Background: an optimization exercise with open tools, aiming at small area, a short achievable clock period and few clock cycles per item. Do not read the settings as production practice. Where RTL was checked, it was by simulation tests only, not by an equivalence proof against the original. Only the layout flow was run in runs 1, 5 and 6; the RTL was not checked for function there. Power figures rest on the tool's default switching activity, not on a simulated workload.

File: flow/config.mk
export PLATFORM = sky130hd
export DESIGN_NAME = vesc_fext
export DESIGN_NICKNAME = vesc_fext
export VERILOG_FILES = /design/flow/design.v
export SDC_FILE = /design/flow/constraint.sdc
export NUM_CORES = 4
export LEC_CHECK = 0
export CAP_MARGIN = 20
export CORE_MARGIN = 2
export CORE_UTILIZATION = 40
export CTS_CLUSTER_DIAMETER = 60
export CTS_CLUSTER_SIZE = 32
export SLEW_MARGIN = 20
File: flow/constraint.sdc
create_clock -name core_clock -period 10.0 [get_ports {clk}]
set_input_delay 2.0000 -clock core_clock [delete_from_list [all_inputs] [get_ports {clk}]]
set_output_delay 2.0000 -clock core_clock [all_outputs]
set_load 0.01 [all_outputs]
File: flow/design.v
module vesc_fext (
    input  wire       clk,
    input  wire       rst,
    input  wire       in_valid,
    input  wire [7:0] in_data,
    input  wire       in_last,
    output wire       in_ready,
    output wire       out_valid,
    output wire [7:0] out_data,
    output wire       out_last,
    output wire       out_found,
    output wire [6:0] out_len,
    input  wire       out_ready
);
    function [15:0] crc_step;
        input [15:0] c;
        input [7:0]  b;
        reg   [15:0] t;
        begin
            t = {c[7:0], c[15:8]};
            t = t ^ {8'h00, b};
            t = t ^ {12'h000, t[7:4]};
            t = t ^ {t[3:0], 12'h000};
            t = t ^ {3'b000, t[7:0], 5'b00000};
            crc_step = t;
        end
    endfunction
    reg  [1023:0] ring;
    reg  [6:0]    T, T1;     
    wire [7:0]    r127 = ring[1023:1016];
    wire [7:0]    r126 = ring[1015:1008];
    wire [7:0]    tap  = ring[1007:1000];
    reg        iv;           
    reg        iw;           
    reg        ie;           
    reg        il;           
    reg [7:0]  id;
    always @(posedge clk)
        ring <= {ring[1015:0], iw ? id : r127};
    reg        dv;           
    reg        dbig, dovf;
    reg        bf;           
    reg        bsel;         
    wire [6:0] bL, bp;
    wire       rescan = dv & dovf & ~bf & ~dbig;
    wire       push   = dv & ~rescan;
    wire       pfound = bf & ~dbig;
    wire [6:0] pL     = pfound ? bL : 7'd0;
    wire       pF     = pfound & (bL != 7'd0);
    reg [3:0]  v;            
    reg [3:0]  qf, qF;       
    reg [6:0]  qL0, qL1, qL2, qL3;
    reg [6:0]  qp0, qp1, qp2, qp3;
    reg [3:0]  mr;           
    reg [6:0]  left;         
    reg        lz;           
    reg        ov;           
    wire       F0 = v[0] & qF[0];
    wire       F1 = v[1] & qF[1];
    wire       F2 = v[2] & qF[2];
    wire       F3 = v[3] & qF[3];
    wire       avail = v[0] & (~qF[0] | mr[0]);
    wire       lastb = ~qF[0] | lz;
    wire       ld    = ~ov | out_ready;
    wire       take  = ld & avail;
    wire       pop   = take & lastb;
    wire       cap   = take & F0;
    wire       busyT = F0 ? mr[0] : F1 ? mr[1] : F2 ? mr[2] : F3 & mr[3];
    wire       sfree = ~busyT | cap;
    reg        in_ready_r;
    reg        inbuf;        
    reg [6:0]  nb;           
    reg        big_acc;      
    reg [6:0]  jd;           
    reg        jbad;         
    reg [2:0]  owed;         
    reg        ovf;          
    reg        rs;           
    wire xfer   = in_valid & in_ready_r;
    wire start  = xfer & ~inbuf;
    wire [2:0] owed_n = owed + {2'b00, start} - {2'b00, pop};
    wire o0 = (owed == 3'd0), o1 = (owed == 3'd1), o3 = (owed < 3'd3), o4 = ~owed[2];
    wire z_ns  = pop ? o1 : o0;
    wire lt_ns = pop | o4;
    wire lt_s  = pop ? o4 : o3;
    wire al    = (jd == 7'd0);
    wire jok   = al | ~jbad;
    wire z_x   = inbuf & z_ns;
    wire lt_x  = inbuf ? lt_ns : lt_s;
    wire rdy_x  = in_last ? (~ovf & ~rs & (z_x | (lt_x & sfree & (~big_acc | jok))))
                          : (big_acc | (nb == 7'd127) | sfree);
    wire rdy_nx = big_acc ? 1'b1 :
                  inbuf   ? (al & sfree) :
                  (~ovf & ~rs & (z_ns | (lt_ns & jok & sfree)));
    wire rdy_n  = xfer ? rdy_x : rdy_nx;
    reg        rsw;          
    reg        rsf;          
    reg [6:0]  rs_start;     
    reg [6:0]  rs_last;      
    wire       rs_go   = rsw & (T == rs_start);
    wire       feed    = rs_go | rsf;
    wire       feedend = (T == rs_last);
    always @(posedge clk) begin
        id <= rs ? r126 : in_data;
        il <= rs ? feedend : in_last;
        if (rst) begin
            in_ready_r <= 1'b0;
            iv      <= 1'b0;
            iw      <= 1'b0;
            ie      <= 1'b0;
            inbuf   <= 1'b0;
            nb      <= 7'd0;
            big_acc <= 1'b0;
            jd      <= 7'd0;
            jbad    <= 1'b0;
            owed    <= 3'd0;
            rsf     <= 1'b0;
            rsw     <= 1'b0;
        end else begin
            in_ready_r <= rdy_n;
            iv      <= rs ? feed : (xfer & ~big_acc);
            iw      <= xfer & ~big_acc;
            ie      <= xfer & in_last;
            owed    <= owed_n;
            if (xfer) begin
                inbuf   <= ~in_last;
                big_acc <= ~in_last & (big_acc | (nb == 7'd127));
                nb      <= in_last ? 7'd0 : nb + {6'd0, ~big_acc};
            end
            if (xfer & ~big_acc) begin
                jd   <= 7'd1;
                jbad <= ~sfree;
            end else begin
                jd   <= jd + 7'd1;
                if (jd == 7'd127)
                    jbad <= 1'b0;
                else if (~sfree | (push & rs))
                    jbad <= 1'b1;
            end
            rsf <= feed & ~feedend;
            rsw <= (rsw & ~rs_go) | rescan;
        end
    end
    reg [7:0]  rem;          
    reg        d1_03, d2_03, d1_00;
    reg [7:0]  ovf_rem;      
    reg        bz0, bz1;     
    reg [15:0] crc0, crc1;
    reg [6:0]  cnt0, cnt1;
    reg [6:0]  L0, L1;
    reg [6:0]  p0s, p1s;     
    reg        o;            
    wire       ev    = iv;
    wire [7:0] eb    = id;
    wire       eend  = rs ? (iv & il) : ie;
    wire       bign  = ie & ~iw;    
    assign bL = bsel ? L1 : L0;
    assign bp = bsel ? p1s : p0s;
    wire t0 = bz0 & (cnt0 == 7'd0);
    wire t1 = bz1 & (cnt1 == 7'd0);
    wire is03 = (eb == 8'h03);
    wire pa0 = ev & t0 & is03 & (crc0 == 16'd0) & ((L0 != 7'd0) | ~il);
    wire pa1 = ev & t1 & is03 & (crc1 == 16'd0) & ((L1 != 7'd0) | ~il);
    wire w1  = pa1 & ~(pa0 & o);              
    wire pany = pa0 | pa1;
    wire cand  = ev & d2_03 & d1_00 & ~rem[7] & (eb <= rem);
    wire aok   = cand & ~bf & ~ovf;
    wire fr0   = ~bz0 | t0;
    wire fr1   = ~bz1 | t1;
    wire al0   = aok & fr0;
    wire al1   = aok & ~fr0 & fr1;
    wire alx   = aok & ~fr0 & ~fr1;
    wire [6:0] Tm1 = T - 7'd1;
    wire [7:0] rem5 = rem + 8'd5;
    always @(posedge clk) begin
        if (ev) begin
            if (bz0 & ~t0) begin crc0 <= crc_step(crc0, eb); cnt0 <= cnt0 - 7'd1; end
            if (bz1 & ~t1) begin crc1 <= crc_step(crc1, eb); cnt1 <= cnt1 - 7'd1; end
            if (al0) begin crc0 <= 16'd0; cnt0 <= eb[6:0] + 7'd2; end
            if (al1) begin crc1 <= 16'd0; cnt1 <= eb[6:0] + 7'd2; end
            if (al0 & ~pa0) begin L0 <= eb[6:0]; p0s <= Tm1; end
            if (al1 & ~pa1) begin L1 <= eb[6:0]; p1s <= Tm1; end
            if (pany) bsel <= w1;
            if (alx) begin
                ovf_rem  <= rem + 8'd2;
                rs_start <= T - 7'd3;
            end
        end
        if (eend & ~rs)
            rs_last <= Tm1;
        if (rst) begin
            rem <= 8'd124;
            d1_03 <= 1'b0; d2_03 <= 1'b0; d1_00 <= 1'b0;
            ovf <= 1'b0; rs <= 1'b0;
            bz0 <= 1'b0; bz1 <= 1'b0; o <= 1'b0; bf <= 1'b0;
            dv <= 1'b0; dbig <= 1'b0; dovf <= 1'b0;
        end else begin
            dv <= eend;
            if (eend) begin
                dbig <= bign;
                dovf <= ovf & ({~rem5[7], rem5[6:0]} <= {~ovf_rem[7], ovf_rem[6:0]});
            end
            if (eend) begin
                rem <= 8'd124;
                d1_03 <= 1'b0; d2_03 <= 1'b0; d1_00 <= 1'b0;
                bz0 <= 1'b0; bz1 <= 1'b0;
                if (pany) bf <= 1'b1;
            end else if (ev) begin
                rem   <= rem - 8'd1;
                d1_03 <= is03;
                d2_03 <= d1_03;
                d1_00 <= (eb == 8'h00);
                if (pany) bf <= 1'b1;
                if (alx & ~pany) ovf <= 1'b1;
                if (al0 & ~pany) bz0 <= 1'b1;
                else if (t0 | (pa1 & ~o)) bz0 <= 1'b0;
                if (al1 & ~pany) bz1 <= 1'b1;
                else if (t1 | (pa0 & o)) bz1 <= 1'b0;
                if (al0) o <= 1'b0;
                if (al1) o <= 1'b1;
            end
            if (dv) begin
                bf  <= 1'b0;
                ovf <= 1'b0;
                rs  <= rescan;
                if (rescan)
                    rem <= ovf_rem;
            end
        end
    end
    reg [7:0] od;
    reg       olast, ofound;
    reg [6:0] olen;
    wire [3:0] vn = pop ? {1'b0, v[3:1]} : v;
    wire [3:0] pk = push ? (vn ^ {vn[2:0], 1'b1}) : 4'd0;
    wire cB  = (bp  == T1);
    wire c0  = (qp0 == T1), c1 = (qp1 == T1), c2 = (qp2 == T1), c3 = (qp3 == T1);
    always @(posedge clk) begin
        if (pop) begin
            qf[2:0] <= qf[3:1]; qF[2:0] <= qF[3:1];
            qL0 <= qL1; qL1 <= qL2; qL2 <= qL3;
            qp0 <= qp1; qp1 <= qp2; qp2 <= qp3;
            mr[0] <= c1; mr[1] <= c2; mr[2] <= c3;
        end else begin
            if (cap) begin qp0 <= qp0 + 7'd1; mr[0] <= 1'b1; end
            else mr[0] <= c0;
            mr[1] <= c1; mr[2] <= c2; mr[3] <= c3;
        end
        if (pk[0]) begin qf[0] <= pfound; qF[0] <= pF; qL0 <= pL; qp0 <= bp; mr[0] <= cB; end
        if (pk[1]) begin qf[1] <= pfound; qF[1] <= pF; qL1 <= pL; qp1 <= bp; mr[1] <= cB; end
        if (pk[2]) begin qf[2] <= pfound; qF[2] <= pF; qL2 <= pL; qp2 <= bp; mr[2] <= cB; end
        if (pk[3]) begin qf[3] <= pfound; qF[3] <= pF; qL3 <= pL; qp3 <= bp; mr[3] <= cB; end
        if (pop) begin
            left <= pk[0] ? pL - 7'd1 : qL1 - 7'd1;
            lz   <= pk[0] ? (pL == 7'd1) : (qL1 == 7'd1);
        end else if (cap) begin
            left <= left - 7'd1;
            lz   <= (left == 7'd1);
        end else if (pk[0]) begin
            left <= pL - 7'd1;
            lz   <= (pL == 7'd1);
        end
        if (ld) begin
            od     <= F0 ? tap : 8'h00;
            olast  <= lastb;
            ofound <= qf[0];
            olen   <= qL0;
        end
        if (rst) begin
            v <= 4'd0; ov <= 1'b0;
            T <= 7'd0; T1 <= 7'd1;
        end else begin
            T  <= T + 7'd1;
            T1 <= T1 + 7'd1;
            v  <= vn | pk;
            if (ld) ov <= avail;
        end
    end
    assign in_ready  = in_ready_r;
    assign out_valid = ov;
    assign out_data  = od;
    assign out_last  = olast;
    assign out_found = ofound;
    assign out_len   = olen;
endmodule
File: flow/flow/run.sh
#!/bin/bash
# Standard layout (standard.sh: the standard flow's synthesis and ORFS flow, unchanged),
# with two repair settings of ORFS passed through the environment:
#  - port buffers use buf_4 instead of the default pick, and
#  - repair_timing aims for a setup slack margin of 7 ns.
# The full make output goes to standard.log here; ORFS's per-step logs are
# under orfs/logs/.
set -euo pipefail
export BUFFER_PORTS_ARGS="-buffer_cell sky130_fd_sc_hd__buf_4"
export SETUP_SLACK_MARGIN=7
bash standard.sh > standard.log 2>&1
File: flow/standard.sh
#!/bin/bash
# synth_recipe.tcl (not shown) runs the flow's synth.tcl, then flattens the netlist and writes it again
# the make line also repeats each setting of config.mk as NAME=value (left out here)
make -C /OpenROAD-flow-scripts/flow DESIGN_CONFIG=/design/flow/config.mk WORK_HOME=/design/flow/orfs CLKGATE_MAP_FILE= SYNTH_SCRIPT=/design/flow/synth_recipe.tcl "${@:-finish}"
==> impl_metrics.tcl, run 1 <==
set metrics [dict create \
    syn-num-nets 2293 \
    path_class "reg -> out" \
    slew_violations 0 \
    antenna_found_initial 10 \
    max_cap_viol_count 0 \
    total_power_mw 8.94 \
    cts_made_buffers 68 \
    fin_crit_sh_pct 31.8 \
    totalWireLength_um 52000 \
    synthTopCellsByArea "dfxtp_1 65%, edfxtp_1 17%, xnor2_1 2.6%" \
    async_reset_ff_share_pct 0 \
    synth_cell_types 74 \
    hold_ws_ps 307 \
    regToRegStartpoint "rem[1]" \
    cts.sinks 1288 \
    power-per-cell-area_nw_per_um2 230 \
    crit_end "out_data[5]" \
    multi_input_area_um2 6080 \
    vias 15400 \
    grt_pass1_wl_um 84100 \
    area_growth_pct 14.4 \
    finalNetCount 2398 \
    worst_pin_slew_ps 954 \
    finClkSkew_ps 39.1 \
    drc 0 \
    max_slew_margin_pct 36.3 \
    p_leak_nw 14.7 \
    hpwl_um 30900 \
    rr_worst_depth 9 \
    required_ps 8000 \
    critPathBufInv 1 \
    diodes 0 \
    design_area_um2 38800 \
    p_switching_mw 1.96 \
    place_area_um2 35500 \
    power.share.sequential_pct 61.2 \
    clock-root-buffer "clkbuf_16" \
    rr_endpoint "crc1[14]" \
    drtIter0Drc 1007 \
    setup_viol 0 \
    crit_slowest_cell "edfxtp_1" \
    die_h_um 295 \
    min_period_ps 3180 \
    h-tree-depth 3 \
    hold_viol 0 \
    combPwrFrac_pct 2.6 \
    cp.arrival_ps 1180 \
    drive_gt1_share_pct 13.0 \
    critPathLaunchType "register" \
    core_um2 83800 \
    hold_depth 0 \
    chipWidth_um 295 \
    fmax_mhz 314 \
    pin_count 32 \
    cp_top_family "flip-flops" \
    routedWlPerCell_um 14.8 \
    synth_cells 2235 \
    critPathMaxFanout 1 \
    synth_top_cell_by_area "dfxtp_1" \
    path_cells "buf_6" \
    critPathLaunch "od[5]" \
    fp-row-count 106 \
    timing.reg2reg.setup_slack_ps 7210 \
    swShare_pct 21.9 \
    hp-class "reg -> reg" \
    p_clk_share_pct 36.1 \
    via_per_inst 4.38 \
    clk_pin_slew_ps 100 \
    ys_seq_area_share_pct 81.6 \
    endpoint_kind "output pin" \
    first_global_vias 15600 \
    placement.setup.worst_slack_ps 5430 \
    gr-total-overflow 0 \
    avgSynthCellArea_um2 15.2 \
    synth_edf_count 187 \
    clk_path_buf_depth 3 \
    hold_buffers 0 \
    synth_warnings 1 \
    cp.depth 1 \
    synthTopCellsByCount "1,101 x dfxtp_1, 187 x edfxtp_1, 109 x nor2_1" \
    cts_tree "done" \
    grt_start_max_net_pins 43 \
    gp_congestion 0.825 \
    ys.flop_type "dfxtp_1" \
    port_buffers 31 \
    slowest_delay_ps 410 \
    ys_seq_elements 1288 \
    regArea_um2 27700 \
    die-area_um2 87100 \
    start_util_pct 40.5 \
    rsz0062_at_grt "yes" \
    clkLatencyLatePin_ps 650 \
    ant_nets 0 \
    drtPass1Iterations 5 \
    synth_area_um2 33900 \
    synth.top_cell.area_share_pct 65.0 \
    fin_setup_tns_ps 0 \
    fillCellCount 7287 \
    ir_drop_mv 0.125 \
    intPower_mw 6.98 \
    status "finished clean" \
    postLayoutSetupSlackWorst_ps 6820 \
    yosys.cell_count.top_type "dfxtp_1" \
    grt.total_usage_pct 12.1 \
]
## logic make-up (layout without fill, tap and decap cells)
logic type | Yosys count | after routing | share of synthesized area (%)
DFF | 1288 | 1288 | 81.6
AOI/OAI and AO/OA | 169 | 169 | 3.04
buffers and inverters | 110 | 261 | 1.51
muxes | 64 | 64 | 2.04
adders and majority gates | 45 | 45 | 1.68
and+or+nand+nor | 383 | 386 | 5.63
xor gates and xnor gates | 176 | 176 | 4.55
## per-layer routing
metal  routed length [µm]  GRT usage (%)  up-vias
li1                     -              -     7641
met1                26600           18.1     7377
met2                21300           17.3      333
met3                 2870           2.59       95
met4                 1280           4.14        0
met5                    0              0        -
## through the flow
stage               std cells  util, %
floorplan                2235        -
global placement         3352     42.3
detailed placement       3352     42.3
CTS                      3498     45.8
global route             3523     46.3
finish                   3523     46.3
## worst min path at each step
stage,start,endpoint,slack [ps]
after floorplan,ring[992],ring[1000],310
after global placement,ring[853],ring[861],310
after detailed placement,ring[198],ring[206],310
after CTS,ring[408],ring[416],290
after global routing,ring[9],ring[17],300
final,ring[627],ring[635],310
## sequential cells by signal, summed over array words and instances, names as in the netlist, 8 cells and up
signal   count
crc1        16
rem          8
ovf_rem      8
id           8
od           8
crc0        16
ring      1024
## worst reg2reg max path: cells and delay by family (launching register included)
family / cells / cell delay (ps)
buf+inv: 2 / 500
fa+ha+maj: 1 / 340
compound gates: 3 / 490
flops: 1 / 460
simple gates: 3 / 660
## repair_timing
action | 4_1_cts | 5_1_grt
setup buffers | 19 | 23
gates cloned | 8 | 2
pin swaps | 9 | 13
gates resized for setup | 49 | 40
endpoints found under the setup margin | 127 | 131
## power groups by stage
| stage | clock (mW) | combinational [mW] | sequential (mW) |
|---|---|---|---|
| 2_1_floorplan | 0 | 0.174 | 5.55 |
| 3_3_place_gp | 0 | 0.211 | 5.59 |
| 3_5_place_dp | 0 | 0.217 | 5.59 |
| 4_1_cts | 3.34 | 0.228 | 5.47 |
| 5_1_grt | 3.53 | 0.264 | 5.49 |
| 6_report | 3.23 | 0.237 | 5.47 |
## cells in the final DEF (no fill, tap or decap), types with 8 or more instances in the layout
master,instances
o22ai_1,8
clkbuf_16,70
mux2_2,24
edfxtp_1,187
inv_1,45
inv_8,9
nor3_1,19
dfxtp_1,1095
nand3_1,34
buf_6,24
xor2_1,72
o21ai_0,38
o211ai_1,9
nor4_1,19
nor2b_1,15
o21ai_2,9
nand2_1,90
or3_1,8
xnor2_1,102
buf_4,52
a21oi_1,55
nor2_1,107
ha_1,42
nand4_1,15
and3_1,18
mux2i_1,24
mux2_4,12
## layout make-up
class / count / share of cell area [%]
clock buffer: 75 / 4.54
sequential: 1288 / 71.3
multi-input combinational: 840 / 15.7
inverter: 50 / 0.532
timing repair buffer: 91 / 2.53
tap: 1134 / 3.66
clock inverter: 44 / 1.71
timing repair inverter: 1 / 0.0161
==> run 2, diff against run 1 <==
--- a/flow/design.v
+++ b/flow/design.v
@@ -69,7 +69,7 @@
     wire       sfree = ~busyT | cap;
     reg        in_ready_r;
     reg        inbuf;        
-    reg [6:0]  nb;           
+    reg [7:0]  rem;          
     reg        big_acc;      
     reg [6:0]  jd;           
     reg        jbad;         
@@ -77,6 +77,7 @@
     reg        ovf;          
     reg        rs;           
     wire xfer   = in_valid & in_ready_r;
+    wire nb127  = inbuf & (iv ? (rem == 8'hFE) : (rem == 8'hFD));
     wire start  = xfer & ~inbuf;
     wire [2:0] owed_n = owed + {2'b00, start} - {2'b00, pop};
     wire o0 = (owed == 3'd0), o1 = (owed == 3'd1), o3 = (owed < 3'd3), o4 = ~owed[2];
@@ -88,7 +89,7 @@
     wire z_x   = inbuf & z_ns;
     wire lt_x  = inbuf ? lt_ns : lt_s;
     wire rdy_x  = in_last ? (~ovf & ~rs & (z_x | (lt_x & sfree & (~big_acc | jok))))
-                          : (big_acc | (nb == 7'd127) | sfree);
+                          : (big_acc | nb127 | sfree);
     wire rdy_nx = big_acc ? 1'b1 :
                   inbuf   ? (al & sfree) :
                   (~ovf & ~rs & (z_ns | (lt_ns & jok & sfree)));
@@ -109,7 +110,6 @@
             iw      <= 1'b0;
             ie      <= 1'b0;
             inbuf   <= 1'b0;
-            nb      <= 7'd0;
             big_acc <= 1'b0;
             jd      <= 7'd0;
             jbad    <= 1'b0;
@@ -124,8 +124,7 @@
             owed    <= owed_n;
             if (xfer) begin
                 inbuf   <= ~in_last;
-                big_acc <= ~in_last & (big_acc | (nb == 7'd127));
-                nb      <= in_last ? 7'd0 : nb + {6'd0, ~big_acc};
+                big_acc <= ~in_last & (big_acc | nb127);
             end
             if (xfer & ~big_acc) begin
                 jd   <= 7'd1;
@@ -141,7 +140,6 @@
             rsw <= (rsw & ~rs_go) | rescan;
         end
     end
-    reg [7:0]  rem;          
     reg        d1_03, d2_03, d1_00;
     reg [7:0]  ovf_rem;      
     reg        bz0, bz1;     
==> flow/flow/run.sh (replaced) <==
#!/bin/bash
# Standard layout (standard.sh: the standard flow's synthesis and ORFS flow, unchanged),
# with two repair settings of ORFS passed through the environment:
#  - port buffers use buf_4 instead of the default pick, and
#  - repair_timing aims for a setup slack margin of 6.8 ns.
# The full make output goes to standard.log here; ORFS's per-step logs are
# under orfs/logs/.
set -euo pipefail
export BUFFER_PORTS_ARGS="-buffer_cell sky130_fd_sc_hd__buf_4"
export SETUP_SLACK_MARGIN=6.8
bash standard.sh > standard.log 2>&1
==> impl_metrics.tcl, run 2 <==
set metrics [dict create \
    yosys.cell_count.top_type "dfxtp_1" \
    finalNetCount 2290 \
    routedWlPerCell_um 14.1 \
    ant_nets 0 \
    final_common_cell "dfxtp_1" \
    via_per_inst 4.38 \
    port_buffers 31 \
    synth_cells 2170 \
    required_ps 10540 \
    ys_seq_area_share_pct 82.1 \
    rsz0062_at_grt "yes" \
    place_area_um2 35000 \
    slew_violations 0 \
    syn-num-nets 2226 \
    clk_path_buf_depth 3 \
    fp-row-count 106 \
    drc 0 \
    grt.total_usage_pct 11.0 \
    max_cap_viol_count 0 \
    finClkSkew_ps 30.7 \
    drtPass1Iterations 5 \
    die_h_um 294 \
    diodes 0 \
    fin_crit_sh_pct 32.1 \
    layout_common_cells "1,091 x dfxtp_1, 187 x edfxtp_1, 105 x nor2_1" \
    start_util_pct 40.3 \
    synth_compound_area_share_pct 2.72 \
    synth_top_cell_by_area "dfxtp_1" \
    reg.largest.list "ring (1024), crc0 (16), crc1 (16)" \
    hp-class "reg -> reg" \
    clk_pin_slew_ps 110 \
    fmax_mhz 312 \
    hold_ws_ps 312 \
    largest_reg_flops 1024 \
    grt_start_max_net_pins 44 \
    async_reset_ff_share_pct 0 \
    synth.area.mux_share_pct 2.50 \
    path_class "in -> reg" \
    power-per-cell-area_nw_per_um2 226 \
    p_leak_nw 14.0 \
    cts_tree "done" \
    endpoint_kind "register" \
    placement.setup.worst_slack_ps 5300 \
    hpwl_um 28200 \
    drtIter0Drc 742 \
    max_slew_margin_pct 39.5 \
    clock-root-buffer "clkbuf_16" \
    area_growth_pct 10.8 \
    cp.arrival_ps 3750 \
    regMostFlops "ring" \
    setup_viol 0 \
    synthTopCellsByCount "1,094 x dfxtp_1, 187 x edfxtp_1, 105 x nor2_1" \
    gp_congestion 0.807 \
    totalWireLength_um 47100 \
    clkLatencyLatePin_ps 660 \
    vias 14600 \
    worst_pin_slew_ps 904 \
    synth.top_cell.area_share_pct 65.3 \
    pin_count 32 \
    synth_edf_count 187 \
    core_um2 83300 \
    first_global_vias 14700 \
    design_area_um2 37100 \
    synth-simple-area-share_pct 5.15 \
    synth_warnings 1 \
    hold_viol 0 \
    synth_cell_types 72 \
    synth_xor_area_share_pct 4.62 \
    die-area_um2 86100 \
    status "finished clean" \
    synthTopCellsByArea "dfxtp_1 65%, edfxtp_1 17%, xnor2_1 2.6%" \
    avgSynthCellArea_um2 15.4 \
    total_power_mw 8.39 \
    postLayoutSetupSlackWorst_ps 6790 \
    h-tree-depth 2 \
    chipWidth_um 294 \
    cts.sinks 1281 \
    cts_made_buffers 55 \
    min_period_ps 3210 \
    ys.flop_type "dfxtp_1" \
    antenna_found_initial 0 \
    critPathLaunchType "input port" \
    grt_pass1_wl_um 78000 \
    synth_area_um2 33500 \
    ys_seq_elements 1281 \
    gr-total-overflow 0 \
    critPathMaxFanout 5 \
    fin_setup_tns_ps 0 \
    drive_gt1_share_pct 10.0 \
    ir_drop_mv 0.161 \
    synth_top_family_by_area "simple AND/OR/NAND/NOR gates" \
    synthAdderAreaFrac_pct 1.63 \
]
-- run 2: worst paths after layout --
kind | end | slack, ps | depth (start not counted) | from
setup / recovery | owed[1] | 6790 | 11 | out_ready
hold reg to reg | ring[385] | 310 | 0 | ring[377]
setup reg to reg | cnt1[2] | 6970 | 8 | rem[1]
hold / removal | ring[385] | 310 | 0 | ring[377]
-- run 2: kinds of logic (layout without fill, tap and decap cells) --
logic type,after synthesis,count (layout)
compound gates,150,150
xor+xnor,176,176
fa+ha+maj,43,43
buf+inv,106,190
flops,1281,1281
mux,76,76
simple gates,338,343
-- run 2: timing repair --
item                                    in CTS  in global routing
hold endpoints to repair                     0                  0
gates resized for setup                     15                 16
buffers inserted                            10                  9
endpoints found under the setup margin      98                 93
hold buffers                                 0                  0
pin swaps                                    5                  2
gates cloned                                 6                  0
-- run 2: final cells by class --
type                    instances  area [µm²]
repair buffers                 58         512
clock inverters                20         383
fillers                      7284       46200
repair inverters                1        6.26
inverters                      49         199
multi-input cells             788        5690
flip-flops and latches       1281       27500
well taps                    1080        1350
clock buffers                  62        1480
-- run 2: layer usage --
layer	track usage (%)	vias up	share of wire, %
met3	2.01	70	3.8
met1	16.2	7059	51
li1	-	7311	-
met5	0	-	0
met4	3.25	0	2.1
met2	16.5	192	43
-- run 2: per-stage QoR --
step                      util [%]  cells
after floorplan                  -   2170
after global placement        42.0   3232
after detailed placement      42.0   3232
after CTS                     44.4   3330
after global routing          44.6   3339
final                         44.6   3339
-- run 2: worst max-delay path, stage by stage --
cell        delay (ps)
buf_4              120
nor2b_4            220
inv_8               40
nand4_4            160
clkinvlp_4         130
ha_1               300
inv_1               50
ha_1               120
inv_1               50
fa_2               510
nor2_1              40
-- run 2: where the power goes --
part	leakage, nW	switching, mW	total [mW]	internal (mW)
logic	2.57	0.110	0.204	0.0941
registers	10.5	0.0771	5.44	5.37
clock network	0.891	1.60	2.74	1.14
Testbench counts of run 2, summed over its fixed seeds: cycles 93,964, items 1,280.
==> run 3, diff against run 2 <==
==> flow/flow/run.sh (replaced) <==
#!/bin/bash
# Standard layout (standard.sh: the standard flow's synthesis and ORFS flow, unchanged),
# with two repair settings of ORFS passed through the environment:
#  - port buffers use buf_4 instead of the default pick, and
#  - repair_timing aims for a setup slack margin of 7 ns.
# The full make output goes to standard.log here; ORFS's per-step logs are
# under orfs/logs/.
set -euo pipefail
export BUFFER_PORTS_ARGS="-buffer_cell sky130_fd_sc_hd__buf_4"
export SETUP_SLACK_MARGIN=7
bash standard.sh > standard.log 2>&1
--- a/flow/config.mk
+++ b/flow/config.mk
@@ -8,6 +8,6 @@
 export CAP_MARGIN = 20
 export CORE_MARGIN = 2
 export CORE_UTILIZATION = 40
-export CTS_CLUSTER_DIAMETER = 60
-export CTS_CLUSTER_SIZE = 32
+export CTS_CLUSTER_DIAMETER = 64
+export CTS_CLUSTER_SIZE = 36
 export SLEW_MARGIN = 20
==> impl_metrics.tcl, run 3 <==
set metrics [dict create \
    status "finished clean" \
    globalRouteMet1Util_pct 16.3 \
    ys_seq_area_share_pct 82.1 \
    vias 14600 \
    synthTopCellsByArea "dfxtp_1 65%, edfxtp_1 17%, xnor2_1 2.6%" \
    ys_seq_elements 1281 \
    first_global_vias 14800 \
    die_h_um 294 \
    drive_gt1_share_pct 10.7 \
    largest_reg_flops 1024 \
    postLayoutSetupSlackWorst_ps 6800 \
    via_per_inst 4.38 \
    hp-class "reg -> reg" \
    gp_congestion 0.794 \
    combPwrFrac_pct 2.6 \
    finalNetCount 2287 \
    use_met3_pct 2.00 \
    setup_viol 0 \
    p_switching_mw 1.78 \
    max_cap_viol_count 0 \
    swShare_pct 21.4 \
    crit_slowest_cell "mux2_4" \
    synth_edf_count 187 \
    grt_start_max_net_pins 44 \
    ant_nets 0 \
    clock-root-buffer "clkbuf_16" \
    synth_cell_types 72 \
    endpoint_kind "register" \
    synthTopCellsByCount "1,094 x dfxtp_1, 187 x edfxtp_1, 105 x nor2_1" \
    synth_warnings 1 \
    layout_common_cells "1,084 x dfxtp_1, 187 x edfxtp_1, 103 x nor2_1" \
    drtPass1Iterations 5 \
    fillCellCount 7255 \
    die-area_um2 86100 \
    cp.arrival_ps 3590 \
    grt_most_used_layer "met2" \
    grt_pass1_wl_um 78400 \
    gr-usage-met2_pct 16.6 \
    routedWlPerCell_um 14.1 \
    required_ps 10390 \
    avgSynthCellArea_um2 15.4 \
    syn-num-nets 2226 \
    design_area_um2 37200 \
    fmax_mhz 312 \
    ys.flop_type "dfxtp_1" \
    clk_pin_slew_ps 120 \
    fp-row-count 106 \
    grt.total_usage_pct 11.1 \
    slew_violations 0 \
    diodes 0 \
    hpwl_um 28300 \
    cts_made_buffers 51 \
    regMostFlops "ring" \
    ir_drop_mv 0.122 \
    regArea_um2 27500 \
    gr-total-overflow 0 \
    fin_setup_tns_ps 0 \
    totalWireLength_um 47200 \
    place_area_um2 35000 \
    antenna_found_initial 0 \
    power-per-cell-area_nw_per_um2 223 \
    placement.setup.worst_slack_ps 5280 \
    core_um2 83300 \
    worst_pin_slew_ps 911 \
    chipWidth_um 294 \
    intPower_mw 6.53 \
    multi_input_area_um2 5810 \
    hold_viol 0 \
    rsz0062_at_grt "yes" \
    finClkSkew_ps 50.9 \
    power.share.sequential_pct 65.5 \
    cts_tree "done" \
    fin_crit_sh_pct 32.0 \
    critPathMaxFanout 8 \
    port_buffers 31 \
    path_cells "buf_6 > nor2b_4 > buf_12 > inv_8 > nand4_4 > mux2i_2 > xnor2_2 > and2_4 > mux2_4" \
    area_growth_pct 11.1 \
    slowest_delay_ps 310 \
    synth_cells 2170 \
    synth_top_cell_by_area "dfxtp_1" \
    h-tree-depth 2 \
    p_leak_nw 14.0 \
    total_power_mw 8.31 \
    p_clk_share_pct 31.9 \
    final_common_cell "dfxtp_1" \
    cts.sinks 1281 \
    path_class "in -> reg" \
    pin_count 32 \
    clkLatencyLatePin_ps 650 \
    min_period_ps 3200 \
    critPathLaunchType "input port" \
    clk_path_buf_depth 3 \
    drtIter0Drc 692 \
    synth_area_um2 33500 \
    async_reset_ff_share_pct 0 \
    drc 0 \
    synth.top_cell.area_share_pct 65.3 \
    start_util_pct 40.3 \
    yosys.cell_count.top_type "dfxtp_1" \
    max_slew_margin_pct 38.9 \
    reg.largest.list "ring (1024), crc0 (16), crc1 (16)" \
]
## run 3: area by class of cell
class	count	area share, %
multi-input cells	787	15.6
flip-flops and latches	1281	73.9
inverters	49	0.541
repair buffers	60	1.58
well taps	1080	3.63
clock buffers	58	3.56
repair inverters	1	0.0168
clock inverters	23	1.15
## run 3: final timing paths
kind                             endpoint      start  slack (ps)  depth (start not counted)
worst max register to register     p1s[2]     rem[1]        7160                          9
worst max-delay path               qp2[1]  out_ready        6800                          9
worst min-delay path            ring[490]  ring[482]         300                          0
worst min register to register  ring[490]  ring[482]         300                          0
## run 3: power by group through the flow
stage / clock network, mW / registers, mW / logic, mW
3_5_place_dp: 0 / 5.56 / 0.201
2_1_floorplan: 0 / 5.51 / 0.164
5_1_grt: 2.93 / 5.46 / 0.245
6_report: 2.65 / 5.44 / 0.217
3_3_place_gp: 0 / 5.56 / 0.196
4_1_cts: 2.75 / 5.45 / 0.215
## run 3: through the flow
stage / cells / hold slack, ps / util (%)
finish: 3339 / 305 / 44.7
global route: 3339 / 299 / 44.7
CTS: 3336 / 297 / 44.5
detailed placement: 3233 / 312 / 42.0
global placement: 3233 / 311 / 42.0
floorplan: 2170 / 310 / -
## run 3: kinds of logic after synthesis
logic type / after synthesis / share of synthesized area, %
DFF: 1281 / 82.1
adders and majority gates: 43 / 1.63
buffers and inverters: 106 / 1.31
muxes: 76 / 2.50
and+or+nand+nor: 338 / 5.15
AOI/OAI and AO/OA: 150 / 2.72
xor gates and xnor gates: 176 / 4.62
## run 3: what timing repair did
action / in CTS / in global routing
endpoints found under the setup margin: 152 / 170
resized for setup: 52 / 26
buffers inserted: 17 / 3
cloned: 5 / 0
pin swaps: 11 / 7
hold buffers: 0 / 0
## run 3: critical path, delay by kind of cell
kind / cells / cell delay (ps)
buffers and inverters: 3 / 250
AND/OR/NAND/NOR: 3 / 590
XOR/XNOR: 1 / 160
multiplexers: 2 / 580
## run 3: routing by layer
layer  up-vias  wire (µm)
met5         -          0
met4         0        871
met3        65       1810
met2       200      20100
met1      7051      24400
li1       7311          -
==> run 4, diff against run 3 <==
--- a/flow/config.mk
+++ b/flow/config.mk
@@ -8,6 +8,6 @@
 export CAP_MARGIN = 20
 export CORE_MARGIN = 2
 export CORE_UTILIZATION = 40
-export CTS_CLUSTER_DIAMETER = 64
-export CTS_CLUSTER_SIZE = 36
+export CTS_CLUSTER_DIAMETER = 60
+export CTS_CLUSTER_SIZE = 32
 export SLEW_MARGIN = 20
==> impl_metrics.tcl, run 4 <==
set metrics [dict create \
    gr-total-overflow 0 \
    path_class "reg -> out" \
    start_util_pct 40.3 \
    cts.sinks 1281 \
    cp.arrival_ps 1200 \
    finalNetCount 2297 \
    critPathLaunch "od[3]" \
    endpoint_kind "output pin" \
    design_area_um2 37400 \
    avgSynthCellArea_um2 15.4 \
    ant_nets 0 \
    synth_warnings 1 \
    clock-root-buffer "clkbuf_16" \
    die-area_um2 86100 \
    critPathBufInv 1 \
    synth_edf_count 187 \
    syn-num-nets 2226 \
    path_cells "buf_6" \
    synth_top_cell_by_area "dfxtp_1" \
    hold_start "ring[482]" \
    rsz0062_at_grt "yes" \
    clk_pin_slew_ps 110 \
    synth.top_cell.area_share_pct 65.3 \
    synthTopCellsByCount "1,094 x dfxtp_1, 187 x edfxtp_1, 105 x nor2_1" \
    synthTopCellsByArea "dfxtp_1 65%, edfxtp_1 17%, xnor2_1 2.6%" \
    fin_crit_sh_pct 32.0 \
    clk_path_buf_depth 3 \
    pin_count 32 \
    hold_viol 0 \
    antenna_found_initial 0 \
    final_common_cell "dfxtp_1" \
    reg.largest.list "ring (1024), crc0 (16), crc1 (16)" \
    max_cap_viol_count 0 \
    core_um2 83300 \
    drtPass1Iterations 4 \
    clkLatencyLatePin_ps 670 \
    yosys.cell_count.top_type "dfxtp_1" \
    ir_drop_mv 0.135 \
    synth_cells 2170 \
    ys_seq_area_share_pct 82.1 \
    ys.flop_type "dfxtp_1" \
    via_per_inst 4.38 \
    fmax_mhz 313 \
    largest_reg_flops 1024 \
    grt_pass1_wl_um 78800 \
    area_growth_pct 11.7 \
    setup_viol 0 \
    chipWidth_um 294 \
    grt.total_usage_pct 11.1 \
    critPathLaunchType "register" \
    hold_ws_ps 295 \
    first_global_vias 14900 \
    layout_common_cells "1,084 x dfxtp_1, 187 x edfxtp_1, 103 x nor2_1" \
    drtIter0Drc 713 \
    async_reset_ff_share_pct 0 \
    drc 0 \
    gp_congestion 0.794 \
    synth_area_um2 33500 \
    required_ps 8000 \
    hpwl_um 28300 \
    die_h_um 294 \
    finClkSkew_ps 59.4 \
    h-tree-depth 2 \
    synth_cell_types 72 \
    cts_tree "done" \
    port_buffers 31 \
    diodes 0 \
    ys_seq_elements 1281 \
    max_slew_margin_pct 42.8 \
    crit_slowest_cell "edfxtp_1" \
    totalWireLength_um 47300 \
    fin_setup_tns_ps 0 \
    worst_pin_slew_ps 853 \
    grt_start_max_net_pins 44 \
    routedWlPerCell_um 14.1 \
    hp-class "reg -> reg" \
    cts_made_buffers 56 \
    slowest_delay_ps 400 \
    cp_top_family "flip-flops" \
    power-per-cell-area_nw_per_um2 225 \
    fp-row-count 106 \
    regToRegStartpoint "rem[1]" \
    status "finished clean" \
    vias 14700 \
    p_leak_nw 14.1 \
    slew_violations 0 \
    min_period_ps 3200 \
    drive_gt1_share_pct 11.4 \
    critPathMaxFanout 1 \
    place_area_um2 35000 \
    regMostFlops "ring" \
]
==> run 4: cell counts after synthesis <==
No cell type changed its count.
==> run 4: report_power, final <==
group,internal (mW),switching (mW)
sequential,5.36,0.0773
combinational,0.102,0.117
clock,1.16,1.61
total,6.63,1.80
==> run 4: worst paths after layout <==
| kind | endpoint | slack, ps | cells past startpoint |
|---|---|---|---|
| worst max-delay path | out_data[3] | 6800 | 1 |
| worst min-delay path | ring[490] | 300 | 0 |
| worst max register to register | L1[6] | 7180 | 10 |
| worst min register to register | ring[490] | 300 | 0 |
==> run 4: per-stage QoR <==
stage	total power, mW	std cells	util (%)	setup slack (ps)
2_1_floorplan	5.68	2170	-	6170
3_3_place_gp	5.75	3233	42.0	5240
3_5_place_dp	5.76	3233	42.0	5280
4_1_cts	8.54	3343	44.7	6740
5_1_grt	8.76	3351	44.9	6710
6_report	8.43	3351	44.9	6800
==> run 4: timing repair <==
action	4_1_cts	5_1_grt
pin swaps	11	6
endpoints found under the setup margin	152	143
cloned	5	0
resized for setup	53	23
buffers inserted	17	8
hold buffers	0	0
==> run 4: layout make-up <==
class,instances,area (µm²)
Fill cell,7244,45900
Sequential cell,1281,27500
Multi-Input combinational cell,787,5800
Clock buffer,63,1500
Tap cell,1080,1350
Timing Repair Buffer,65,632
Clock inverter,25,407
Inverter,49,205
Timing Repair inverter,1,6.26
==> run 4: cell families after synthesis <==
logic type / count (synthesis) / synth area share [%]
buffers and inverters: 106 / 1.31
DFF: 1281 / 82.1
xor gates and xnor gates: 176 / 4.62
muxes: 76 / 2.50
AOI/OAI and AO/OA: 150 / 2.72
and+or+nand+nor: 338 / 5.15
adders and majority gates: 43 / 1.63
==> run 4: metal layers <==
layer | GRT usage, % | up-vias | part of all wire (%)
met4 | 3.57 | 0 | 2.4
met5 | 0 | - | 0
li1 | - | 7334 | -
met1 | 16.3 | 7079 | 51
met3 | 2.07 | 77 | 3.7
met2 | 16.7 | 192 | 43
==> run 5, diff against run 4 <==
--- a/flow/design.v
+++ b/flow/design.v
@@ -258,12 +258,10 @@
             left <= pL - 7'd1;
             lz   <= (pL == 7'd1);
         end
-        if (ld) begin
-            od     <= F0 ? tap : 8'h00;
-            olast  <= lastb;
-            ofound <= qf[0];
-            olen   <= qL0;
-        end
+        od     <= ({8{ld & F0}} & tap)   | ({8{~ld}} & od);
+        olast  <= (ld & lastb)           | (~ld & olast);
+        ofound <= (ld & qf[0])           | (~ld & ofound);
+        olen   <= ({7{ld}} & qL0)        | ({7{~ld}} & olen);
         if (rst) begin
             v <= 4'd0; ov <= 1'b0;
             T <= 7'd0; T1 <= 7'd1;
@@ -271,7 +269,7 @@
             T  <= T + 7'd1;
             T1 <= T1 + 7'd1;
             v  <= vn | pk;
-            if (ld) ov <= avail;
+            ov <= (ld & avail) | (~ld & ov);
         end
     end
     assign in_ready  = in_ready_r;
==> impl_metrics.tcl, run 5 <==
set metrics [dict create \
    status "finished clean" \
    synth.top_cell.area_share_pct 65.9 \
    layoutNonFillerInstCount 3437 \
    critPathLaunchType "input port" \
    finalNetCount 2360 \
    synth_edf_count 179 \
    fin_crit_sh_pct 32.3 \
    design_area_um2 38600 \
    ys.flop_type "dfxtp_1" \
    totalWireLength_um 51000 \
    clk_path_buf_depth 3 \
    vias 15300 \
    die_h_um 293 \
    drtIter0Drc 908 \
    grt.total_usage_pct 11.8 \
    fin_setup_tns_ps 0 \
    core_um2 83300 \
    setup_viol 0 \
    chipWidth_um 293 \
    drive_gt1_share_pct 14.3 \
    fmax_mhz 309 \
    worst_pin_slew_ps 1220 \
    total_power_mw 8.72 \
    cp.arrival_ps 3600 \
    layout_common_cells "1,080 x dfxtp_1, 179 x edfxtp_1, 107 x xnor2_1" \
    avgSynthCellArea_um2 15.2 \
    hold_viol 0 \
    max_cap_viol_count 0 \
    p_leak_nw 14.5 \
    pin_count 32 \
    routedWlPerCell_um 14.8 \
    ys_seq_elements 1281 \
    synth_area_um2 33500 \
    cts_made_buffers 70 \
    hp-class "reg -> reg" \
    h-tree-depth 3 \
    fp-row-count 106 \
    max_slew_margin_pct 18.8 \
    ys_seq_area_share_pct 81.9 \
    fillCellCount 7106 \
    die-area_um2 86000 \
    place_area_um2 35000 \
    drc 0 \
    placed_cells 3255 \
    reg.largest.list "ring (1024), crc0 (16), crc1 (16)" \
    synth_cell_types 69 \
    timing.reg2reg.setup_slack_ps 7130 \
    largest_reg_flops 1024 \
    final_common_cell "dfxtp_1" \
    rsz0062_at_grt "yes" \
    yosys.cell_count.top_type "dfxtp_1" \
    antenna_found_initial 6 \
    min_period_ps 3230 \
    cts.sinks 1281 \
    start_util_pct 40.2 \
    clock-root-buffer "clkbuf_16" \
    endpoint_kind "register" \
    async_reset_ff_share_pct 0 \
    required_ps 10370 \
    port_buffers 31 \
    synthTopCellsByCount "1,102 x dfxtp_1, 179 x edfxtp_1, 109 x nor2_1" \
    gr-total-overflow 0 \
    clk_pin_slew_ps 100 \
    gp_congestion 0.830 \
    critPathMaxFanout 8 \
    grt_pass1_wl_um 82000 \
    synthTopCellsByArea "dfxtp_1 66%, edfxtp_1 16%, xnor2_1 2.8%" \
    ir_drop_mv 0.118 \
    synth_top_cell_by_area "dfxtp_1" \
    grt_start_max_net_pins 49 \
    syn-num-nets 2253 \
    ant_nets 0 \
    path_class "in -> reg" \
    synth_warnings 1 \
    multi_input_area_um2 6080 \
    regMostFlops "ring" \
    hold_buffers 0 \
    regArea_um2 27500 \
    hold_ws_ps 310 \
    area_growth_pct 15.3 \
    clkLatencyLatePin_ps 650 \
    finClkSkew_ps 52.4 \
    slew_violations 0 \
    synth_cells 2197 \
    hpwl_um 29600 \
    first_global_vias 15200 \
    power-per-cell-area_nw_per_um2 226 \
    cts_tree "done" \
    drtPass1Iterations 5 \
    via_per_inst 4.46 \
]
## run 5: repair_timing
action | 4_1_cts | 5_1_grt
gates resized for setup | 67 | 74
cloned | 4 | 5
pin swaps | 10 | 10
endpoints found under the setup margin | 251 | 193
buffers inserted | 35 | 13
## run 5: cells by family after synthesis
family	share of synthesized area, %
AND/OR/NAND/NOR	5.50
buffers and inverters	1.30
AO/OA/AOI/OAI	2.93
flip-flops	81.9
multiplexers	2.17
XOR/XNOR	4.53
adder cells (fa/ha/maj)	1.63
## run 5: worst max-delay path: stages
cell      delay [ps]
buf_6             90
nor2b_4          150
clkinv_4          70
nand4_4          100
inv_8             50
mux2i_4          200
xor2_4           200
nor2_4           130
buf_6            140
buf_12           130
mux2_2           330
## run 5: path summary, 6_finish.rpt
| check | start | end | cells past startpoint |
|---|---|---|---|
| worst max-delay path | out_ready | qp2[2] | 11 |
| worst min register to register | ring[11] | ring[19] | 0 |
| worst min-delay path | ring[11] | ring[19] | 0 |
| worst max register to register | id[4] | rs_start[4] | 9 |
## run 5: cell type report
cell class / instances / share of cell area (%)
sequential: 1281 / 71.2
inverter: 49 / 0.548
multi-input combinational: 815 / 15.8
clock inverter: 47 / 1.95
antenna: 2 / 0.0130
timing repair buffer: 87 / 2.46
clock buffer: 76 / 4.60
tap: 1080 / 3.50
## run 5: report_power, final
| part | leakage, nW | switching (mW) | total, mW | internal, mW |
|---|---|---|---|---|
| registers | 10.6 | 0.0403 | 5.32 | 5.28 |
| clock network | 1.20 | 1.79 | 3.26 | 1.48 |
| logic | 2.78 | 0.0729 | 0.135 | 0.0623 |
## run 5: metrics by stage
stage | setup slack (ps) | utilization (%)
floorplan | 6280 | -
global placement | 5180 | 42.0
detailed placement | 5070 | 42.0
CTS | 6750 | 45.8
global route | 6730 | 46.3
finish | 6770 | 46.3
## run 5: per-layer routing
| layer | vias up | GRT usage [%] | share of wire, % | wire length [µm] |
|---|---|---|---|---|
| met5 | - | 0 | 0.043 | 22 |
| met4 | 4 | 4.11 | 2.2 | 1150 |
| met3 | 95 | 2.89 | 6.5 | 3300 |
| met2 | 307 | 17.1 | 42 | 21200 |
| met1 | 7401 | 17.2 | 50 | 25300 |
| li1 | 7515 | - | - | - |
==> run 6, diff against run 5 <==
--- a/flow/design.v
+++ b/flow/design.v
@@ -26,7 +26,7 @@
         end
     endfunction
     reg  [1023:0] ring;
-    reg  [6:0]    T, T1;     
+    reg  [6:0]    T;
     wire [7:0]    r127 = ring[1023:1016];
     wire [7:0]    r126 = ring[1015:1008];
     wire [7:0]    tap  = ring[1007:1000];
@@ -51,7 +51,6 @@
     reg [3:0]  qf, qF;       
     reg [6:0]  qL0, qL1, qL2, qL3;
     reg [6:0]  qp0, qp1, qp2, qp3;
-    reg [3:0]  mr;           
     reg [6:0]  left;         
     reg        lz;           
     reg        ov;           
@@ -59,6 +58,11 @@
     wire       F1 = v[1] & qF[1];
     wire       F2 = v[2] & qF[2];
     wire       F3 = v[3] & qF[3];
+    wire [3:0] mr;           
+    assign mr[0] = (qp0 == T);
+    assign mr[1] = (qp1 == T);
+    assign mr[2] = (qp2 == T);
+    assign mr[3] = (qp3 == T);
     wire       avail = v[0] & (~qF[0] | mr[0]);
     wire       lastb = ~qF[0] | lz;
     wire       ld    = ~ov | out_ready;
@@ -231,23 +235,18 @@
     reg [6:0] olen;
     wire [3:0] vn = pop ? {1'b0, v[3:1]} : v;
     wire [3:0] pk = push ? (vn ^ {vn[2:0], 1'b1}) : 4'd0;
-    wire cB  = (bp  == T1);
-    wire c0  = (qp0 == T1), c1 = (qp1 == T1), c2 = (qp2 == T1), c3 = (qp3 == T1);
     always @(posedge clk) begin
         if (pop) begin
             qf[2:0] <= qf[3:1]; qF[2:0] <= qF[3:1];
             qL0 <= qL1; qL1 <= qL2; qL2 <= qL3;
             qp0 <= qp1; qp1 <= qp2; qp2 <= qp3;
-            mr[0] <= c1; mr[1] <= c2; mr[2] <= c3;
-        end else begin
-            if (cap) begin qp0 <= qp0 + 7'd1; mr[0] <= 1'b1; end
-            else mr[0] <= c0;
-            mr[1] <= c1; mr[2] <= c2; mr[3] <= c3;
-        end
-        if (pk[0]) begin qf[0] <= pfound; qF[0] <= pF; qL0 <= pL; qp0 <= bp; mr[0] <= cB; end
-        if (pk[1]) begin qf[1] <= pfound; qF[1] <= pF; qL1 <= pL; qp1 <= bp; mr[1] <= cB; end
-        if (pk[2]) begin qf[2] <= pfound; qF[2] <= pF; qL2 <= pL; qp2 <= bp; mr[2] <= cB; end
-        if (pk[3]) begin qf[3] <= pfound; qF[3] <= pF; qL3 <= pL; qp3 <= bp; mr[3] <= cB; end
+        end else begin
+            if (cap) qp0 <= qp0 + 7'd1;
+        end
+        if (pk[0]) begin qf[0] <= pfound; qF[0] <= pF; qL0 <= pL; qp0 <= bp; end
+        if (pk[1]) begin qf[1] <= pfound; qF[1] <= pF; qL1 <= pL; qp1 <= bp; end
+        if (pk[2]) begin qf[2] <= pfound; qF[2] <= pF; qL2 <= pL; qp2 <= bp; end
+        if (pk[3]) begin qf[3] <= pfound; qF[3] <= pF; qL3 <= pL; qp3 <= bp; end
         if (pop) begin
             left <= pk[0] ? pL - 7'd1 : qL1 - 7'd1;
             lz   <= pk[0] ? (pL == 7'd1) : (qL1 == 7'd1);
@@ -258,18 +257,19 @@
             left <= pL - 7'd1;
             lz   <= (pL == 7'd1);
         end
-        od     <= ({8{ld & F0}} & tap)   | ({8{~ld}} & od);
-        olast  <= (ld & lastb)           | (~ld & olast);
-        ofound <= (ld & qf[0])           | (~ld & ofound);
-        olen   <= ({7{ld}} & qL0)        | ({7{~ld}} & olen);
+        if (ld) begin
+            od     <= F0 ? tap : 8'h00;
+            olast  <= lastb;
+            ofound <= qf[0];
+            olen   <= qL0;
+        end
         if (rst) begin
             v <= 4'd0; ov <= 1'b0;
-            T <= 7'd0; T1 <= 7'd1;
+            T <= 7'd0;
         end else begin
             T  <= T + 7'd1;
-            T1 <= T1 + 7'd1;
             v  <= vn | pk;
-            ov <= (ld & avail) | (~ld & ov);
+            if (ld) ov <= avail;
         end
     end
     assign in_ready  = in_ready_r;
==> impl_metrics.tcl, run 6 <==
set metrics [dict create \
    fin_util_pct 46.8 \
    gp_congestion 0.798 \
    placed_cells 3191 \
    finalNetCount 2315 \
    pin_count 32 \
    hp-class "reg -> reg" \
    finClkSkew_ps 46.5 \
    synth_cell_types 68 \
    clk_pin_slew_ps 110 \
    ant_nets 0 \
    regMostFlops "ring" \
    cts.sinks 1270 \
    hold_depth 0 \
    chipWidth_um 292 \
    grt_start_max_net_pins 36 \
    avgSynthCellArea_um2 15.6 \
    design_area_um2 38400 \
    total_power_mw 8.83 \
    worst_pin_slew_ps 892 \
    clkLatencyLatePin_ps 650 \
    routedWlPerCell_um 14.8 \
    setup_viol 0 \
    rr_worst_depth 7 \
    cts_tree "done" \
    final_common_cell "dfxtp_1" \
    placement.setup.worst_slack_ps 4620 \
    hold_viol 0 \
    p_leak_nw 14.9 \
    synthTopCellsByArea "dfxtp_1 65%, edfxtp_1 17%, xnor2_1 2.2%" \
    clk_path_buf_depth 3 \
    timing.reg2reg.setup_slack_ps 6640 \
    rsz0062_at_grt "yes" \
    required_ps 10380 \
    ys_seq_area_share_pct 82.3 \
    hold_ws_ps 305 \
    grt_pass1_wl_um 80500 \
    synth.top_cell.area_share_pct 65.5 \
    path_class "in -> reg" \
    diodes 0 \
    status "finished clean" \
    synth_warnings 1 \
    min_period_ps 3530 \
    max_cap_viol_count 0 \
    min_to "ring[879]" \
    cts_made_buffers 72 \
    synth_area_um2 33100 \
    slew_violations 0 \
    ys.flop_type "dfxtp_1" \
    totalWireLength_um 50100 \
    regToRegStartpoint "bf" \
    postLayoutSetupSlackWorst_ps 6470 \
    first_global_vias 14800 \
    reg.largest.list "ring (1024), crc0 (16), crc1 (16)" \
    layoutNonFillerInstCount 3384 \
    fp-row-count 105 \
    antenna_found_initial 5 \
    die-area_um2 85200 \
    clock-root-buffer "clkbuf_16" \
    async_reset_ff_share_pct 0 \
    largest_reg_flops 1024 \
    port_buffers 31 \
    drc 0 \
    layout_common_cells "1,073 x dfxtp_1, 186 x edfxtp_1, 98 x nor2_1" \
    fmax_mhz 283 \
    grt.total_usage_pct 11.7 \
    die_h_um 292 \
    synthTopCellsByCount "1,084 x dfxtp_1, 186 x edfxtp_1, 103 x nor2_1" \
    hpwl_um 29100 \
    fin_crit_sh_pct 35.3 \
    cp.arrival_ps 3910 \
    gr-total-overflow 0 \
    rr_endpoint "left[4]" \
    core_um2 82100 \
    drtIter0Drc 714 \
    drive_gt1_share_pct 15.9 \
    fin_setup_tns_ps 0 \
    critPathMaxFanout 7 \
    place_area_um2 34700 \
    ir_drop_mv 0.138 \
    via_per_inst 4.40 \
    critPathLaunch "out_ready" \
    vias 14900 \
    drtPass1Iterations 5 \
    area_growth_pct 16.0 \
    syn-num-nets 2184 \
    synth_top_cell_by_area "dfxtp_1" \
    start_util_pct 40.4 \
    critPathLaunchType "input port" \
    power-per-cell-area_nw_per_um2 230 \
    h-tree-depth 3 \
    yosys.cell_count.top_type "dfxtp_1" \
    synth_cells 2129 \
    endpoint_kind "register" \
    hold_start "ring[871]" \
    ys_seq_elements 1270 \
    synth_edf_count 186 \
    max_slew_margin_pct 39.0 \
]
## run 6: power by group
part / total (mW) / switching [mW] / internal [mW]
Sequential: 5.32 / 0.0507 / 5.26
Combinational: 0.176 / 0.0935 / 0.0828
Clock: 3.34 / 1.82 / 1.52
Total: 8.83 / 1.96 / 6.86
## run 6: cells by family after synthesis
| logic type | count (synthesis) | share of synthesized area [%] |
|---|---|---|
| compound gates | 113 | 2.20 |
| xor+xnor | 163 | 4.31 |
| fa+ha+maj | 42 | 1.61 |
| buf+inv | 97 | 1.20 |
| flops | 1270 | 82.3 |
| mux | 94 | 3.19 |
| simple gates | 350 | 5.15 |
## run 6: final cells by class
type,count,area [µm²]
well taps,1070,1340
fillers,7005,43700
flip-flops and latches,1270,27300
clock inverters,54,756
inverters,47,196
repair buffers,99,1100
multi-input cells,770,5900
clock buffers,74,1840
## run 6: layer usage
| metal | GRT usage, % | part of all wire, % |
|---|---|---|
| met2 | 16.6 | 41 |
| met5 | 0 | 0.082 |
| met3 | 2.68 | 5.6 |
| met4 | 4.54 | 2.5 |
| met1 | 17.1 | 50 |
## run 6: worst max-delay path by stage
| stage | to | slack, ps |
|---|---|---|
| 2_1_floorplan | owed[1] | 5750 |
| 3_3_place_gp | left[4] | 4760 |
| 3_5_place_dp | left[4] | 4620 |
| 4_1_cts | qf[2] | 6500 |
| 5_1_grt | qL2[5] | 6440 |
| 6_report | qf[2] | 6470 |
## run 6: worst max-delay path: stages
cell      delay [ps]
buf_6             70
nand2b_4         130
and3_4           180
and4_4           280
nor2_4            60
buf_6            130
a21boi_4         150
mux2i_4          320
buf_12           170
buf_12           110
mux2_4           290
## run 6: what timing repair did
action / 4_1_cts / 5_1_grt
pin swaps: 7 / 15
gates cloned: 8 / 5
endpoints found under the setup margin: 239 / 223
hold buffers: 0 / 0
buffers inserted: 29 / 23
resized for setup: 55 / 61
==> run 7, diff against run 6 <==
--- a/flow/design.v
+++ b/flow/design.v
@@ -26,7 +26,7 @@
         end
     endfunction
     reg  [1023:0] ring;
-    reg  [6:0]    T;
+    reg  [6:0]    T, T1;     
     wire [7:0]    r127 = ring[1023:1016];
     wire [7:0]    r126 = ring[1015:1008];
     wire [7:0]    tap  = ring[1007:1000];
@@ -51,6 +51,7 @@
     reg [3:0]  qf, qF;       
     reg [6:0]  qL0, qL1, qL2, qL3;
     reg [6:0]  qp0, qp1, qp2, qp3;
+    reg [3:0]  mr;           
     reg [6:0]  left;         
     reg        lz;           
     reg        ov;           
@@ -58,11 +59,6 @@
     wire       F1 = v[1] & qF[1];
     wire       F2 = v[2] & qF[2];
     wire       F3 = v[3] & qF[3];
-    wire [3:0] mr;           
-    assign mr[0] = (qp0 == T);
-    assign mr[1] = (qp1 == T);
-    assign mr[2] = (qp2 == T);
-    assign mr[3] = (qp3 == T);
     wire       avail = v[0] & (~qF[0] | mr[0]);
     wire       lastb = ~qF[0] | lz;
     wire       ld    = ~ov | out_ready;
@@ -233,43 +229,52 @@
     reg [7:0] od;
     reg       olast, ofound;
     reg [6:0] olen;
-    wire [3:0] vn = pop ? {1'b0, v[3:1]} : v;
-    wire [3:0] pk = push ? (vn ^ {vn[2:0], 1'b1}) : 4'd0;
+    wire [3:0] pa = {4{push}} & ~v & {v[2:0], 1'b1};
+    wire [3:0] pb = {4{push}} & v & ~{1'b0, v[3:1]};
+    wire cB  = (bp  == T1);
+    wire c0  = (qp0 == T1), c1 = (qp1 == T1), c2 = (qp2 == T1), c3 = (qp3 == T1);
     always @(posedge clk) begin
         if (pop) begin
-            qf[2:0] <= qf[3:1]; qF[2:0] <= qF[3:1];
-            qL0 <= qL1; qL1 <= qL2; qL2 <= qL3;
-            qp0 <= qp1; qp1 <= qp2; qp2 <= qp3;
-        end else begin
-            if (cap) qp0 <= qp0 + 7'd1;
-        end
-        if (pk[0]) begin qf[0] <= pfound; qF[0] <= pF; qL0 <= pL; qp0 <= bp; end
-        if (pk[1]) begin qf[1] <= pfound; qF[1] <= pF; qL1 <= pL; qp1 <= bp; end
-        if (pk[2]) begin qf[2] <= pfound; qF[2] <= pF; qL2 <= pL; qp2 <= bp; end
-        if (pk[3]) begin qf[3] <= pfound; qF[3] <= pF; qL3 <= pL; qp3 <= bp; end
-        if (pop) begin
-            left <= pk[0] ? pL - 7'd1 : qL1 - 7'd1;
-            lz   <= pk[0] ? (pL == 7'd1) : (qL1 == 7'd1);
-        end else if (cap) begin
-            left <= left - 7'd1;
-            lz   <= (left == 7'd1);
-        end else if (pk[0]) begin
-            left <= pL - 7'd1;
-            lz   <= (pL == 7'd1);
-        end
-        if (ld) begin
-            od     <= F0 ? tap : 8'h00;
-            olast  <= lastb;
-            ofound <= qf[0];
-            olen   <= qL0;
-        end
+            if (pb[0]) begin qf[0] <= pfound; qF[0] <= pF; qL0 <= pL; qp0 <= bp; mr[0] <= cB; end
+            else       begin qf[0] <= qf[1];  qF[0] <= qF[1]; qL0 <= qL1; qp0 <= qp1; mr[0] <= c1; end
+            if (pb[1]) begin qf[1] <= pfound; qF[1] <= pF; qL1 <= pL; qp1 <= bp; mr[1] <= cB; end
+            else       begin qf[1] <= qf[2];  qF[1] <= qF[2]; qL1 <= qL2; qp1 <= qp2; mr[1] <= c2; end
+            if (pb[2]) begin qf[2] <= pfound; qF[2] <= pF; qL2 <= pL; qp2 <= bp; mr[2] <= cB; end
+            else       begin qf[2] <= qf[3];  qF[2] <= qF[3]; qL2 <= qL3; qp2 <= qp3; mr[2] <= c3; end
+            if (pb[3]) begin qf[3] <= pfound; qF[3] <= pF; qL3 <= pL; qp3 <= bp; mr[3] <= cB; end
+            else mr[3] <= c3;
+            left <= pb[0] ? pL - 7'd1 : qL1 - 7'd1;
+            lz   <= pb[0] ? (pL == 7'd1) : (qL1 == 7'd1);
+        end else begin
+            if (pa[0]) begin qf[0] <= pfound; qF[0] <= pF; qL0 <= pL; qp0 <= bp; mr[0] <= cB; end
+            else if (cap) begin qp0 <= qp0 + 7'd1; mr[0] <= 1'b1; end
+            else mr[0] <= c0;
+            if (pa[1]) begin qf[1] <= pfound; qF[1] <= pF; qL1 <= pL; qp1 <= bp; mr[1] <= cB; end
+            else mr[1] <= c1;
+            if (pa[2]) begin qf[2] <= pfound; qF[2] <= pF; qL2 <= pL; qp2 <= bp; mr[2] <= cB; end
+            else mr[2] <= c2;
+            if (pa[3]) begin qf[3] <= pfound; qF[3] <= pF; qL3 <= pL; qp3 <= bp; mr[3] <= cB; end
+            else mr[3] <= c3;
+            if (pa[0]) begin
+                left <= pL - 7'd1;
+                lz   <= (pL == 7'd1);
+            end else if (cap) begin
+                left <= left - 7'd1;
+                lz   <= (left == 7'd1);
+            end
+        end
+        od     <= ({8{ld & F0}} & tap)   | ({8{~ld}} & od);
+        olast  <= (ld & lastb)           | (~ld & olast);
+        ofound <= (ld & qf[0])           | (~ld & ofound);
+        olen   <= ({7{ld}} & qL0)        | ({7{~ld}} & olen);
         if (rst) begin
             v <= 4'd0; ov <= 1'b0;
-            T <= 7'd0;
+            T <= 7'd0; T1 <= 7'd1;
         end else begin
             T  <= T + 7'd1;
-            v  <= vn | pk;
-            if (ld) ov <= avail;
+            T1 <= T1 + 7'd1;
+            v  <= pop ? ({1'b0, v[3:1]} | pb) : (v | pa);
+            ov <= (ld & avail) | (~ld & ov);
         end
     end
     assign in_ready  = in_ready_r;
==> impl_metrics.tcl, run 7 <==
set metrics [dict create \
    status "finished clean" \
    power-per-cell-area_nw_per_um2 223 \
    finClkSkew_ps 38.5 \
    vias 15000 \
    worst_pin_slew_ps 1100 \
    layout_common_cells "1,089 x dfxtp_1, 178 x edfxtp_1, 104 x nor2_1" \
    setup_viol 0 \
    totalWireLength_um 48200 \
    largest_reg_flops 1024 \
    slew_violations 0 \
    critPathMaxFanout 1 \
    ir_drop_mv 0.144 \
    cts_made_buffers 58 \
    endpoint_kind "output pin" \
    pin_count 32 \
    path_class "reg -> out" \
    cp_top_family "flip-flops" \
    max_slew_margin_pct 26.5 \
    rsz0062_at_grt "yes" \
    via_per_inst 4.42 \
    fp-row-count 106 \
    clock-root-buffer "clkbuf_16" \
    first_global_vias 15000 \
    start_util_pct 40.2 \
    synth_edf_count 178 \
    max_cap_viol_count 0 \
    synth_area_um2 33400 \
    hpwl_um 29100 \
    final_common_cell "dfxtp_1" \
    synth_cells 2205 \
    synthTopCellsByCount "1,103 x dfxtp_1, 178 x edfxtp_1, 105 x nor2_1" \
    die-area_um2 85900 \
    synth.top_cell.area_share_pct 66.0 \
    gr-total-overflow 0 \
    p_leak_nw 14.3 \
    total_power_mw 8.32 \
    path_cells "buf_6" \
    clk_path_buf_depth 3 \
    ys.flop_type "dfxtp_1" \
    required_ps 8000 \
    core_um2 83200 \
    diodes 0 \
    multi_input_area_um2 5740 \
    grt.total_usage_pct 11.3 \
    drtPass1Iterations 5 \
    ys_seq_area_share_pct 82.0 \
    drc 0 \
    hold_buffers 0 \
    reg.largest.list "ring (1024), crc0 (16), crc1 (16)" \
    critPathBufInv 1 \
    chipWidth_um 293 \
    regMostFlops "ring" \
    fin_crit_sh_pct 32.6 \
    fillCellCount 7227 \
    critPathLaunchType "register" \
    ant_nets 0 \
    routedWlPerCell_um 14.2 \
    drtIter0Drc 692 \
    fmax_mhz 307 \
    antenna_found_initial 1 \
    slowest_delay_ps 450 \
    yosys.cell_count.top_type "dfxtp_1" \
    grt_start_max_net_pins 39 \
    crit_slowest_cell "edfxtp_1" \
    cts_tree "done" \
    drive_gt1_share_pct 10.8 \
    synth_top_cell_by_area "dfxtp_1" \
    regArea_um2 27400 \
    async_reset_ff_share_pct 0 \
    area_growth_pct 11.7 \
    syn-num-nets 2261 \
    hp-class "reg -> reg" \
    clk_pin_slew_ps 110 \
    port_buffers 31 \
    ys_seq_elements 1281 \
    clkLatencyLatePin_ps 650 \
    h-tree-depth 2 \
    avgSynthCellArea_um2 15.2 \
    synth_warnings 1 \
    finalNetCount 2332 \
    grt_pass1_wl_um 79400 \
    synth_cell_types 70 \
    fin_setup_tns_ps 0 \
    cts.sinks 1281 \
    cp.arrival_ps 1260 \
    synthTopCellsByArea "dfxtp_1 66%, edfxtp_1 16%, xnor2_1 2.4%" \
    hold_viol 0 \
    gp_congestion 0.807 \
    die_h_um 293 \
    min_period_ps 3260 \
]
[run 7: changes by cell type after synthesis, sizes merged, moves of 11 or more]
cell | previous run | this run
a21oi | 38 | 58
dfxtp | 1084 | 1103
mux2 | 59 | 25
mux2i | 35 | 23
nand2 | 86 | 105
o211ai | 1 | 12
o21ai | 20 | 38
xnor2 | 82 | 93
[run 7: repair_timing]
item / in CTS / in global routing
gates resized for setup: 39 / 12
gates cloned: 2 / 0
buffers inserted: 14 / 14
pin swaps: 4 / 4
endpoints found under the hold margin: 0 / 0
endpoints found under the setup margin: 241 / 153
[run 7: cell type report]
type | instances | share of cell area, %
Clock buffer | 64 | 4.06
Clock inverter | 30 | 1.37
Inverter | 56 | 0.616
Multi-Input combinational cell | 815 | 15.4
Sequential cell | 1281 | 73.5
Tap cell | 1080 | 3.62
Timing Repair Buffer | 64 | 1.51
[run 7: report_power, final]
part	total, mW	switching, mW	leakage [nW]	internal, mW
Clock	2.88	1.66	0.978	1.22
Combinational	0.127	0.0697	2.76	0.0571
Sequential	5.32	0.0409	10.6	5.27
[run 7: cell families after synthesis]
| kind of cell | count (synthesis) | share of synthesized area [%] |
|---|---|---|
| buf+inv | 111 | 1.40 |
| flops | 1281 | 82.0 |
| simple gates | 382 | 5.62 |
| compound gates | 170 | 3.21 |
| fa+ha+maj | 43 | 1.63 |
| xor+xnor | 170 | 4.45 |
| mux | 48 | 1.68 |
[run 7: per-stage QoR]
step	hold slack [ps]	instances	utilization, %	worst slack, ps	instance area (µm²)
3_3_place_gp	310	3266	42.0	5420	34900
3_5_place_dp	312	3266	42.0	5290	34900
2_1_floorplan	310	2205	-	6270	33600
5_1_grt	315	3390	44.9	6680	37400
4_1_cts	319	3376	44.8	6690	37200
6_report	318	3390	44.9	6740	37400
[run 7: path summary, 6_finish.rpt]
kind | start | to | slack [ps] | depth (start not counted)
min | ring[281] | ring[289] | 320 | 0
min reg2reg | ring[281] | ring[289] | 320 | 0
max | register | out_len[3] | 6740 | 1
max reg2reg | bsel | left[4] | 7130 | 7
[run 7: worst register-to-register path: cells and delay by family (launching register included)]
family                     cells  cell delay, ps
muxes                          1             410
xor gates and xnor gates       1             200
DFF                            1            1090
adders and majority gates      1             290
and+or+nand+nor                3             430
AOI/OAI and AO/OA              1             220
[run 7: layer usage]
metal | global-route usage (%) | part of all wire (%) | vias up
met2 | 17.2 | 43 | 235
met5 | 0 | 0 | -
met3 | 2.07 | 3.8 | 78
li1 | - | - | 7448
met4 | 3.30 | 2.3 | 0
met1 | 16.4 | 51 | 7217
Testbench counts of run 7, summed over its fixed seeds: cycles 93,964, items 1,280.
